Source: an optimization exercise on an open RTL-to-GDS flow (aim: small area). Production flows keep margins and buffers that such runs may drop.
RTL that was checked went through simulation tests only; none was proved equivalent to the original.
Power and IR drop assume default switching activity.

Setup of build 64:
Design colmux_scan, start of the top module:
module colmux_scan(clk_scan, rst_scan_n, row_i, wave_i, ack_t_i, ser_o, srclk_o, rclk_o, sstat_o, req_t_o, bundle_o);
==> flow/config.mk <==
export PLATFORM = sky130hd
export DESIGN_NAME = colmux_scan
export DESIGN_NICKNAME = colmux_scan
export VERILOG_FILES = /design/flow/design.v
export SDC_FILE = /design/flow/constraint.sdc
export NUM_CORES = 4
export LEC_CHECK = 0
export ABC_AREA = 1
export CAP_MARGIN = 20
export CORE_MARGIN = 2
export CORE_UTILIZATION = 65
export SLEW_MARGIN = 20
==> flow/constraint.sdc <==
create_clock -name core_clock -period 10.0 [get_ports {clk_scan}]
set_input_delay 2.0000 -clock core_clock [delete_from_list [all_inputs] [get_ports {clk_scan}]]
set_output_delay 2.0000 -clock core_clock [all_outputs]
set_load 0.01 [all_outputs]
standard.sh (not shown) runs the stock make flow with config.mk's settings and CLKGATE_MAP_FILE= SYNTH_SCRIPT=/design/flow/synth_recipe.tcl, a recipe that flattens the netlist after the stock synthesis.
==> flow/flow/run.sh <==
#!/bin/bash
# Standard layout, with four changes:
# - synthesis is the standard flow's own, but extract_fa is skipped and ABC maps with an
#   area-oriented script
#   (flow/synth.tcl, flow/abc_amap.script);
# - every combinational cell starts from its smallest drive after floorplan
#   (flow/downsize.tcl; repair_design later upsizes or buffers where needed);
# - a leaner clock tree (clkbuf_4 clusters of at most 10 sinks within 80 um,
#   no dummy loads);
# - the smallest buffer on each port.
# Logs: flow.log here and ORFS's own logs under orfs/logs/.
set -euo pipefail
bash standard.sh \
  "SYNTH_SCRIPT=$PWD/flow/synth.tcl" \
  "POST_FLOORPLAN_TCL=$PWD/flow/downsize.tcl" \
  "CTS_ARGS=-sink_clustering_enable -repair_clock_nets -sink_clustering_size 10 -sink_clustering_max_diameter 80 -buf_list sky130_fd_sc_hd__clkbuf_4 -dont_use_dummy_load" \
  "BUFFER_PORTS_ARGS=-buffer_cell sky130_fd_sc_hd__buf_1" \
  finish > flow.log 2>&1
==> flow/flow/abc_amap.script <==
strash
dch -f
amap
mfs3 -ae
topo
==> flow/flow/synth.tcl <==
# The standard synthesis (synth_recipe.tcl in the work folder, run
# unchanged), except for the combinational mapping: Yosys's extract_fa (which
# pulls XOR/AND pairs out as half/full adder cells before ABC sees them) is
# skipped, and ABC maps with an area-oriented script (abc_amap.script beside
# this file) instead of ORFS's abc_area/abc_speed script. Registers are
# mapped before ABC runs, so their names and cell types are those of the
# standard synthesis.
set flow_dir [file dirname [file normalize [info script]]]
set ::amap_script [file join $flow_dir abc_amap.script]
proc abc {args} {
  set i [lsearch -exact $args -script]
  if {$i >= 0 && [regexp {abc_(area|speed)\.script$} [lindex $args [expr {$i + 1}]]]} {
    lset args [expr {$i + 1}] $::amap_script
    puts "flow/synth.tcl: ABC script replaced by $::amap_script"
  }
  yosys abc {*}$args
}
proc extract_fa {args} {
  puts "flow/synth.tcl: extract_fa skipped"
}
source [file join [file dirname $flow_dir] synth_recipe.tcl]
Other scripts of this flow, unchanged in this note and not shown: flow/flow/downsize.tcl
Build 64 | status: complete | timing, DRC, antenna: pass
--- input diff build 64..build 38 ---
Settings: changing CORE_UTILIZATION from 65 to 40.
==> flow/flow/run.sh <==
#!/bin/bash
# Standard layout, with three changes: every combinational cell starts from
# its smallest drive after floorplan (flow/downsize.tcl; repair_design later
# upsizes or buffers where needed), a leaner clock tree (clkbuf_4 clusters of
# at most 10 sinks, no dummy loads) and the smallest buffer on each port.
# Logs: flow.log here and ORFS's own logs under orfs/logs/.
set -euo pipefail
bash standard.sh \
  "POST_FLOORPLAN_TCL=$PWD/flow/downsize.tcl" \
  "CTS_ARGS=-sink_clustering_enable -repair_clock_nets -sink_clustering_size 10 -sink_clustering_max_diameter 50 -buf_list sky130_fd_sc_hd__clkbuf_4 -dont_use_dummy_load" \
  "BUFFER_PORTS_ARGS=-buffer_cell sky130_fd_sc_hd__buf_1" \
  finish > flow.log 2>&1
removed: flow/flow/abc_amap.script
removed: flow/flow/synth.tcl
The wire length of the first global-routing pass in build 38 was higher than what build 64 gave.
Going from build 64 to build 38, routed wirelength normalized by instance count shrank by more than 10%.
Compared with build 64, in build 38 fmax increased 23%, number of non-clock inverters increased about 60%, power density normalized to cell area decreased 7.0 mW/mm².
Relative to build 64, fraction of met3 tracks used by global routing has decreased by 1.6 points in build 38.
For build 90, these inputs were changed with respect to build 38:
Settings: CORE_UTILIZATION: 40 -> 65.
==> flow/flow/run.sh <==
#!/bin/bash
# Standard layout, with four changes:
# - synthesis is the standard flow's own, but extract_fa is skipped and ABC maps with an
#   area-oriented script
#   (flow/synth.tcl, flow/abc_amap.script);
# - every combinational cell starts from its smallest drive after floorplan
#   (flow/downsize.tcl; repair_design later upsizes or buffers where needed);
# - a leaner clock tree (clkbuf_4 clusters of at most 10 sinks, no dummy loads);
# - the smallest buffer on each port.
# Logs: flow.log here and ORFS's own logs under orfs/logs/.
set -euo pipefail
bash standard.sh \
  "SYNTH_SCRIPT=$PWD/flow/synth.tcl" \
  "POST_FLOORPLAN_TCL=$PWD/flow/downsize.tcl" \
  "CTS_ARGS=-sink_clustering_enable -repair_clock_nets -sink_clustering_size 18 -sink_clustering_max_diameter 80 -buf_list sky130_fd_sc_hd__clkbuf_8 -dont_use_dummy_load" \
  "BUFFER_PORTS_ARGS=-buffer_cell sky130_fd_sc_hd__buf_1" \
  finish > flow.log 2>&1
==> flow/flow/abc_amap.script (new file) <==
strash
dch -f
amap
topo
==> flow/flow/synth.tcl (new file) <==
# The standard synthesis (synth_recipe.tcl in the work folder, run
# unchanged), except for the combinational mapping: Yosys's extract_fa (which
# pulls XOR/AND pairs out as half/full adder cells before ABC sees them) is
# skipped, and ABC maps with an area-oriented script (abc_amap.script beside
# this file) instead of ORFS's abc_area/abc_speed script. Registers are
# mapped before ABC runs, so their names and cell types are those of the
# standard synthesis.
set flow_dir [file dirname [file normalize [info script]]]
set ::amap_script [file join $flow_dir abc_amap.script]
proc abc {args} {
  set i [lsearch -exact $args -script]
  if {$i >= 0 && [regexp {abc_(area|speed)\.script$} [lindex $args [expr {$i + 1}]]]} {
    lset args [expr {$i + 1}] $::amap_script
    puts "flow/synth.tcl: ABC script replaced by $::amap_script"
  }
  yosys abc {*}$args
}
proc extract_fa {args} {
  puts "flow/synth.tcl: extract_fa skipped"
}
source [file join [file dirname $flow_dir] synth_recipe.tcl]
Summary: worst hold slack, build 90 better than build 38. In terms of clock share of power, build 90 and build 38 differ only marginally. Build 38 has a lower layout-stage area growth over the synthesis result than build 90. Between build 38 and build 90, final non-filler cell total is lower for build 90, build 38 comes in above that.
Setup changes, build 90 to build 83
Settings: changing CORE_UTILIZATION from 65 to 80.
-- flow/flow/run.sh --
<<< build 90, line 8
# - a leaner clock tree (clkbuf_4 clusters of at most 10 sinks, no dummy loads);
>>> build 83, line 8
# - a leaner clock tree (clkbuf_4 clusters of at most 10 sinks within 80 um,
#   no dummy loads);
<<< build 90, line 15
  "CTS_ARGS=-sink_clustering_enable -repair_clock_nets -sink_clustering_size 18 -sink_clustering_max_diameter 80 -buf_list sky130_fd_sc_hd__clkbuf_8 -dont_use_dummy_load" \
>>> build 83, line 16
  "CTS_ARGS=-sink_clustering_enable -repair_clock_nets -sink_clustering_size 10 -sink_clustering_max_diameter 80 -buf_list sky130_fd_sc_hd__clkbuf_4 -dont_use_dummy_load" \
==> flow/flow/abc_amap.script <==
strash
dch -f
amap
mfs3 -ae
topo
==> run summary <==
Of build 83 and build 90, the run reporting the higher fmax was build 90.
Build 83 vs build 90: worst-case setup margin in the final layout down in build 83
When build 83 is set beside build 90, its core utilization turns out to be 15 points larger.
Between build 83 and build 90, the final count of pins violating max slew does not differ in any meaningful way.
Summary of build 83 over build 90: latest clock arrival within the worst-skew pair rose by 0.09 ns; worst stage delay on the critical path fell by 0.02 ns; non-clock buffer area fraction after layout stayed essentially flat.
Build 83 vs. build 90: post-route minimum period rose by 0.25 ns, power stayed essentially flat, final cell count without fillers fell by about 4%.
The global placer's final weighted congestion number comes out higher for build 90 vs build 83.

* * *

== run 1 ==
colmux_scan, a different RTL version from the one above (not shown whole).
Size in the first run: ~730 cells after synthesis, ~230 flip-flops, about 75 I/O pins, roughly 9700 sq um of cells after synthesis.
clock: 10.0 ns
lec_check: 0
cap_margin: 20
core_margin: 2
core_utilization: 40
slew_margin: 20
==> flow/flow/run.sh <==
#!/bin/bash
# Standard layout, with a leaner clock tree (larger sink clusters, no dummy
# loads) and the smallest buffer on each port. Logs: flow.log and orfs/logs/.
set -euo pipefail
bash standard.sh \
  "CTS_ARGS=-sink_clustering_enable -repair_clock_nets -sink_clustering_size 16 -sink_clustering_max_diameter 60 -buf_list sky130_fd_sc_hd__clkbuf_8 -dont_use_dummy_load" \
  "BUFFER_PORTS_ARGS=-buffer_cell sky130_fd_sc_hd__buf_1" \
  finish > flow.log 2>&1
Both conditions hold for run 1: the flow ran to the end and the final layout passed the timing, DRC and antenna checks.
Edits applied to the flow inputs when going from run 1 to run 2:
-- flow/flow/run.sh --
<<< run 1, line 6
  "CTS_ARGS=-sink_clustering_enable -repair_clock_nets -sink_clustering_size 16 -sink_clustering_max_diameter 60 -buf_list sky130_fd_sc_hd__clkbuf_8 -dont_use_dummy_load" \
>>> run 2, line 6
  "CTS_ARGS=-sink_clustering_enable -repair_clock_nets -sink_clustering_size 24 -sink_clustering_max_diameter 80 -buf_list sky130_fd_sc_hd__clkbuf_16 -dont_use_dummy_load" \
Findings:
Run 2 -> run 1: count of vias placed by the detailed router flat
When run 2 is set beside run 1, its power consumption turns out to be about 3.5% larger.
Going from run 1 to run 2, TritonCTS buffer count shrinks by 7.
Compared with run 1, in run 2 synthesis-to-finish area growth rose by 0.52 points, proportion of synthesized chip area in sequential cells roughly the same, global-route wire length before repair decreased by 1.2% relative to the old numbers.
End of the critical path: bundle_o[2] -> run 1, bundle_o[3] -> run 2
No run of this note included a check of the RTL's function; only the layout flow was run.

* * *

RTL: one of the versions met above, not the one the previous note started from.
Size in the first run: roughly 570 cells after synthesis, ~75 I/O pins.
==> flow/design.v (excerpt) <==
module colmux_scan(clk_scan, rst_scan_n, row_i, wave_i, ack_t_i, ser_o, srclk_o, rclk_o, sstat_o, req_t_o, bundle_o);
  input clk_scan;
  wire clk_scan;
  input rst_scan_n;
  wire rst_scan_n;
  input [4:0] row_i;
  wire [4:0] row_i;
  input [2:0] wave_i;
  wire [2:0] wave_i;
  input ack_t_i;
  wire ack_t_i;
  output ser_o;
  reg ser_o;
  output srclk_o;
  reg srclk_o;
  output rclk_o;
  reg rclk_o;
  output [15:0] sstat_o;
  wire [15:0] sstat_o;
  output req_t_o;
  reg req_t_o;
  output [43:0] bundle_o;
  wire [43:0] bundle_o;
  wire _0_;
  wire _100_;
  wire _101_;
  wire _102_;
  wire _103_;
  wire _104_;
  wire _105_;
  wire _106_;
  wire _107_;
  wire _108_;
  wire _109_;
  wire _10_;
  wire _110_;
  wire _111_;
  wire _112_;
  wire _113_;
  wire _114_;
  wire _115_;
  wire _116_;
  wire _117_;
  wire _118_;
  wire _119_;
  wire _11_;
  wire _120_;
  wire _121_;
  wire _122_;
  wire _123_;
  wire _124_;
  wire _125_;
  wire _126_;
  wire _127_;
  wire _128_;
  wire _129_;
  wire _12_;
  wire _130_;
  wire _131_;
  wire _132_;
  wire _133_;
  wire _134_;
  wire _135_;
  wire _136_;
  wire _137_;
  wire _138_;
  wire _139_;
  wire _13_;
  wire _140_;
  wire _141_;
  wire _142_;
  wire _143_;
  wire _144_;
  wire _145_;
  wire _146_;
  wire _147_;
  wire _148_;
  wire _149_;
  wire _14_;
  wire _150_;
  wire _151_;
  wire _152_;
  wire _153_;
  wire _154_;
  wire _155_;
  wire _156_;
  wire _157_;
  wire _158_;
  wire _159_;
  wire _15_;
  wire _160_;
  wire _161_;
  wire _162_;
  wire _163_;
  wire _164_;
  wire _165_;
  wire _166_;
  wire _167_;
  wire _168_;
  wire _169_;
  wire _16_;
  wire _170_;
  wire _171_;
  wire _172_;
  wire _173_;
  wire _174_;
  wire _175_;
  wire _176_;
  wire _177_;
  wire _178_;
  wire _179_;
  wire _17_;
  wire _180_;
  wire _181_;
  wire _182_;
  wire _183_;
  wire _184_;
  wire _185_;
  wire _186_;
  wire _187_;
  ...
==> flow/config.mk <==
export PLATFORM = sky130hd
export DESIGN_NAME = colmux_scan
export DESIGN_NICKNAME = colmux_scan
export VERILOG_FILES = /design/flow/design.v
export SDC_FILE = /design/flow/constraint.sdc
export NUM_CORES = 4
export LEC_CHECK = 0
export ABC_AREA = 1
export CAP_MARGIN = 20
export CORE_MARGIN = 2
export CORE_UTILIZATION = 65
export SLEW_MARGIN = 20
==> flow/constraint.sdc <==
create_clock -name core_clock -period 10.0 [get_ports {clk_scan}]
set_input_delay 2.0000 -clock core_clock [delete_from_list [all_inputs] [get_ports {clk_scan}]]
set_output_delay 2.0000 -clock core_clock [all_outputs]
set_load 0.01 [all_outputs]
==> flow/flow/run.sh <==
#!/bin/bash
# Standard layout, with four changes:
# - synthesis is the standard flow's own, but extract_fa is skipped and ABC maps with an
#   area-oriented script
#   (flow/synth.tcl, flow/abc_amap.script);
# - every combinational cell starts from its smallest drive after floorplan
#   (flow/downsize.tcl; repair_design later upsizes or buffers where needed);
# - a leaner clock tree (clkbuf_4 clusters of at most 10 sinks, no dummy loads);
# - the smallest buffer on each port.
# Logs: flow.log here and ORFS's own logs under orfs/logs/.
set -euo pipefail
bash standard.sh \
  "SYNTH_SCRIPT=$PWD/flow/synth.tcl" \
  "POST_FLOORPLAN_TCL=$PWD/flow/downsize.tcl" \
  "CTS_ARGS=-sink_clustering_enable -repair_clock_nets -sink_clustering_size 30 -sink_clustering_max_diameter 80 -buf_list sky130_fd_sc_hd__clkbuf_16 -dont_use_dummy_load" \
  "BUFFER_PORTS_ARGS=-buffer_cell sky130_fd_sc_hd__buf_1" \
  finish > flow.log 2>&1
==> flow/flow/synth.tcl <==
# The standard synthesis (synth_recipe.tcl in the work folder, run
# unchanged), except for the combinational mapping: Yosys's extract_fa (which
# pulls XOR/AND pairs out as half/full adder cells before ABC sees them) is
# skipped, and ABC maps with an area-oriented script (abc_amap.script beside
# this file) instead of ORFS's abc_area/abc_speed script. Registers are
# mapped before ABC runs, so their names and cell types are those of the
# standard synthesis.
set flow_dir [file dirname [file normalize [info script]]]
set ::amap_script [file join $flow_dir abc_amap.script]
proc abc {args} {
  set i [lsearch -exact $args -script]
  if {$i >= 0 && [regexp {abc_(area|speed)\.script$} [lindex $args [expr {$i + 1}]]]} {
    lset args [expr {$i + 1}] $::amap_script
    puts "flow/synth.tcl: ABC script replaced by $::amap_script"
  }
  yosys abc {*}$args
}
proc extract_fa {args} {
  puts "flow/synth.tcl: extract_fa skipped"
}
source [file join [file dirname $flow_dir] synth_recipe.tcl]
Other scripts of this flow, unchanged in this note and not shown: flow/flow/abc_amap.script, flow/flow/downsize.tcl
The first run finished with timing, DRC and antenna clean.
Then changed:
--- a/flow/flow/run.sh
+++ b/flow/flow/run.sh
@@ -3,2 +3 @@
-# - synthesis is the standard flow's own, but extract_fa is skipped and ABC maps with an
-#   area-oriented script
+# - synthesis is the standard flow's own, but ABC maps with an area-oriented script
@@ -15 +14 @@
-  "CTS_ARGS=-sink_clustering_enable -repair_clock_nets -sink_clustering_size 30 -sink_clustering_max_diameter 80 -buf_list sky130_fd_sc_hd__clkbuf_16 -dont_use_dummy_load" \
+  "CTS_ARGS=-sink_clustering_enable -repair_clock_nets -sink_clustering_size 9 -sink_clustering_max_diameter 45 -buf_list sky130_fd_sc_hd__clkbuf_4 -dont_use_dummy_load" \
==> flow/flow/synth.tcl (replaced) <==
# The standard synthesis (synth_recipe.tcl in the work folder, run
# unchanged), except that ABC maps the combinational logic with an
# area-oriented script (abc_amap.script beside this file) instead of ORFS's
# abc_area/abc_speed script. Registers are mapped before ABC runs, so their
# names and cell types are those of the standard synthesis.
set flow_dir [file dirname [file normalize [info script]]]
set ::amap_script [file join $flow_dir abc_amap.script]
proc abc {args} {
  set i [lsearch -exact $args -script]
  if {$i >= 0 && [regexp {abc_(area|speed)\.script$} [lindex $args [expr {$i + 1}]]]} {
    lset args [expr {$i + 1}] $::amap_script
    puts "flow/synth.tcl: ABC script replaced by $::amap_script"
  }
  yosys abc {*}$args
}
source [file join [file dirname $flow_dir] synth_recipe.tcl]
- CORE_UTILIZATION: 65 -> 40
Result: Routed wire length came out higher by about 10%; clock power decreases by about 12%; first-iteration DRC count goes down by about 53%; die area is higher by about 60%; final cell count climbs by about 14%; power went down by 3.9%.
Then changed:
--- a/flow/flow/run.sh
+++ b/flow/flow/run.sh
@@ -3 +3,2 @@
-# - synthesis is the standard flow's own, but ABC maps with an area-oriented script
+# - synthesis is the standard flow's own, but extract_fa is skipped and ABC maps with an
+#   area-oriented script
@@ -14 +15 @@
-  "CTS_ARGS=-sink_clustering_enable -repair_clock_nets -sink_clustering_size 9 -sink_clustering_max_diameter 45 -buf_list sky130_fd_sc_hd__clkbuf_4 -dont_use_dummy_load" \
+  "CTS_ARGS=-sink_clustering_enable -repair_clock_nets -sink_clustering_size 12 -sink_clustering_max_diameter 35 -buf_list sky130_fd_sc_hd__clkbuf_4 -dont_use_dummy_load" \
--- a/flow/flow/synth.tcl
+++ b/flow/flow/synth.tcl
@@ -2,4 +2,6 @@
-# unchanged), except that ABC maps the combinational logic with an
-# area-oriented script (abc_amap.script beside this file) instead of ORFS's
-# abc_area/abc_speed script. Registers are mapped before ABC runs, so their
-# names and cell types are those of the standard synthesis.
+# unchanged), except for the combinational mapping: Yosys's extract_fa (which
+# pulls XOR/AND pairs out as half/full adder cells before ABC sees them) is
+# skipped, and ABC maps with an area-oriented script (abc_amap.script beside
+# this file) instead of ORFS's abc_area/abc_speed script. Registers are
+# mapped before ABC runs, so their names and cell types are those of the
+# standard synthesis.
@@ -15,0 +18,3 @@
+proc extract_fa {args} {
+  puts "flow/synth.tcl: extract_fa skipped"
+}
- CORE_UTILIZATION: 40 -> 65
Outcome: Via count fell by 0.47%; routed wire length fell by 9.3%; design area fell by 2.7%; utilization goes up by 27 points; non-clock buffer count decreases by 1; maximum frequency went up by 5.2%; global-route usage climbs by 7.0 points; clock power came out higher by about 2%.
Then changed:
--- a/flow/flow/run.sh
+++ b/flow/flow/run.sh
@@ -15 +15 @@
-  "CTS_ARGS=-sink_clustering_enable -repair_clock_nets -sink_clustering_size 12 -sink_clustering_max_diameter 35 -buf_list sky130_fd_sc_hd__clkbuf_4 -dont_use_dummy_load" \
+  "CTS_ARGS=-sink_clustering_enable -repair_clock_nets -sink_clustering_size 10 -sink_clustering_max_diameter 80 -buf_list sky130_fd_sc_hd__clkbuf_4 -dont_use_dummy_load" \
Effect:
- power falls by 3.1%
- clock-buffer cell count came out lower by 7
- global-route usage fell by 0.49 points
- worst setup slack degrades by 0.059 ns
Then changed:
--- a/flow/flow/run.sh
+++ b/flow/flow/run.sh
@@ -3,2 +3 @@
-# - synthesis is the standard flow's own, but extract_fa is skipped and ABC maps with an
-#   area-oriented script
+# - synthesis is the standard flow's own, but ABC maps with an area-oriented script
@@ -15 +14 @@
-  "CTS_ARGS=-sink_clustering_enable -repair_clock_nets -sink_clustering_size 10 -sink_clustering_max_diameter 80 -buf_list sky130_fd_sc_hd__clkbuf_4 -dont_use_dummy_load" \
+  "CTS_ARGS=-sink_clustering_enable -repair_clock_nets -sink_clustering_size 10 -sink_clustering_max_diameter 50 -buf_list {sky130_fd_sc_hd__clkbuf_4 sky130_fd_sc_hd__clkbuf_8} -dont_use_dummy_load" \
==> flow/flow/synth.tcl (replaced) <==
# The standard synthesis (synth_recipe.tcl in the work folder, run
# unchanged), except that ABC maps the combinational logic with an
# area-oriented script (abc_amap.script beside this file) instead of ORFS's
# abc_area/abc_speed script. Registers are mapped before ABC runs, so their
# names and cell types are those of the standard synthesis.
set flow_dir [file dirname [file normalize [info script]]]
set ::amap_script [file join $flow_dir abc_amap.script]
proc abc {args} {
  set i [lsearch -exact $args -script]
  if {$i >= 0 && [regexp {abc_(area|speed)\.script$} [lindex $args [expr {$i + 1}]]]} {
    lset args [expr {$i + 1}] $::amap_script
    puts "flow/synth.tcl: ABC script replaced by $::amap_script"
  }
  yosys abc {*}$args
}
source [file join [file dirname $flow_dir] synth_recipe.tcl]
- CORE_UTILIZATION: 65 -> 40
Result:
- power grows by 11%
- global-route usage shrinks by 6.5 points
- area after synthesis grows by 1.6%
- worst setup slack got worse by 0.10 ns
- final area grows by 5.1%
- sequential share of layout area shrinks by 3.6 points
- wire length grows by 11%
- final cell count grows by 12%
Then changed:
--- a/flow/flow/run.sh
+++ b/flow/flow/run.sh
@@ -3 +3,2 @@
-# - synthesis is the standard flow's own, but ABC maps with an area-oriented script
+# - synthesis is the standard flow's own, but extract_fa is skipped and ABC maps with an
+#   area-oriented script
@@ -14 +15 @@
-  "CTS_ARGS=-sink_clustering_enable -repair_clock_nets -sink_clustering_size 10 -sink_clustering_max_diameter 50 -buf_list {sky130_fd_sc_hd__clkbuf_4 sky130_fd_sc_hd__clkbuf_8} -dont_use_dummy_load" \
+  "CTS_ARGS=-sink_clustering_enable -repair_clock_nets -sink_clustering_size 9 -sink_clustering_max_diameter 45 -buf_list sky130_fd_sc_hd__clkbuf_4 -dont_use_dummy_load" \
--- a/flow/flow/synth.tcl
+++ b/flow/flow/synth.tcl
@@ -2,4 +2,6 @@
-# unchanged), except that ABC maps the combinational logic with an
-# area-oriented script (abc_amap.script beside this file) instead of ORFS's
-# abc_area/abc_speed script. Registers are mapped before ABC runs, so their
-# names and cell types are those of the standard synthesis.
+# unchanged), except for the combinational mapping: Yosys's extract_fa (which
+# pulls XOR/AND pairs out as half/full adder cells before ABC sees them) is
+# skipped, and ABC maps with an area-oriented script (abc_amap.script beside
+# this file) instead of ORFS's abc_area/abc_speed script. Registers are
+# mapped before ABC runs, so their names and cell types are those of the
+# standard synthesis.
@@ -15,0 +18,3 @@
+proc extract_fa {args} {
+  puts "flow/synth.tcl: extract_fa skipped"
+}
Power falls by 7.9%.
Area after synthesis falls by 1.5%.
Clock skew stays flat.

==> afterwards: timing with drivers on the ports <==
How much do the figures lean on ideal ports? The routed layouts below were timed once more, with nothing changed but the port constraints.
Step 1 assumes that a clkbuf_16 drives the clock port and a buf_2 every other input.
Step 2 adds t to the input delays and takes it off the output delays; t is the mean of the earliest and latest rising clock arrival at the registers after step 1. Input paths then give back, and output paths get back, about the clock's delay inside the block.
Three values: ideal ports, drivers, drivers and shift; two values: the first two.
run	t (ns)	setup slack, ns	hold WS [ns]	worst register clock-pin slew, ns	worst slew at a driven data input, ns
build 64	0.629	3.944 / 3.914 / 4.544	0.329 / 0.329 / 0.329	0.11 / 0.11	0.03
build 38	0.657	5.057 / 5.021 / 5.679	0.334 / 0.334 / 0.334	0.11 / 0.11	0.04
build 90	0.525	4.099 / 4.060 / 4.585	0.345 / 0.345 / 0.345	0.11 / 0.11	0.04
build 83	0.615	3.847 / 3.812 / 4.426	0.321 / 0.321 / 0.321	0.12 / 0.12	0.03
run 1	0.528	4.902 / 4.867 / 5.395	0.332 / 0.332 / 0.332	0.10 / 0.10	0.06
run 2	0.498	4.958 / 4.918 / 5.416	0.332 / 0.332 / 0.332	0.10 / 0.10	0.07
the first run of note 3	0.485	4.072 / 4.031 / 4.516	0.353 / 0.353 / 0.353	0.11 / 0.11	0.04
the second run of note 3	0.664	3.729 / 3.695 / 4.359	0.336 / 0.336 / 0.336	0.10 / 0.10	0.03
the third run of note 3	0.579	4.041 / 4.008 / 4.587	0.345 / 0.345 / 0.345	0.11 / 0.11	0.04
the fourth run of note 3	0.629	3.982 / 3.951 / 4.580	0.343 / 0.343 / 0.343	0.11 / 0.11	0.04
the fifth run of note 3	0.551	3.878 / 3.841 / 4.392	0.328 / 0.328 / 0.328	0.08 / 0.08	0.03
the sixth run of note 3	0.659	3.832 / 3.798 / 4.457	0.334 / 0.334 / 0.334	0.10 / 0.10	0.03
After both steps every run listed still meets setup and hold.
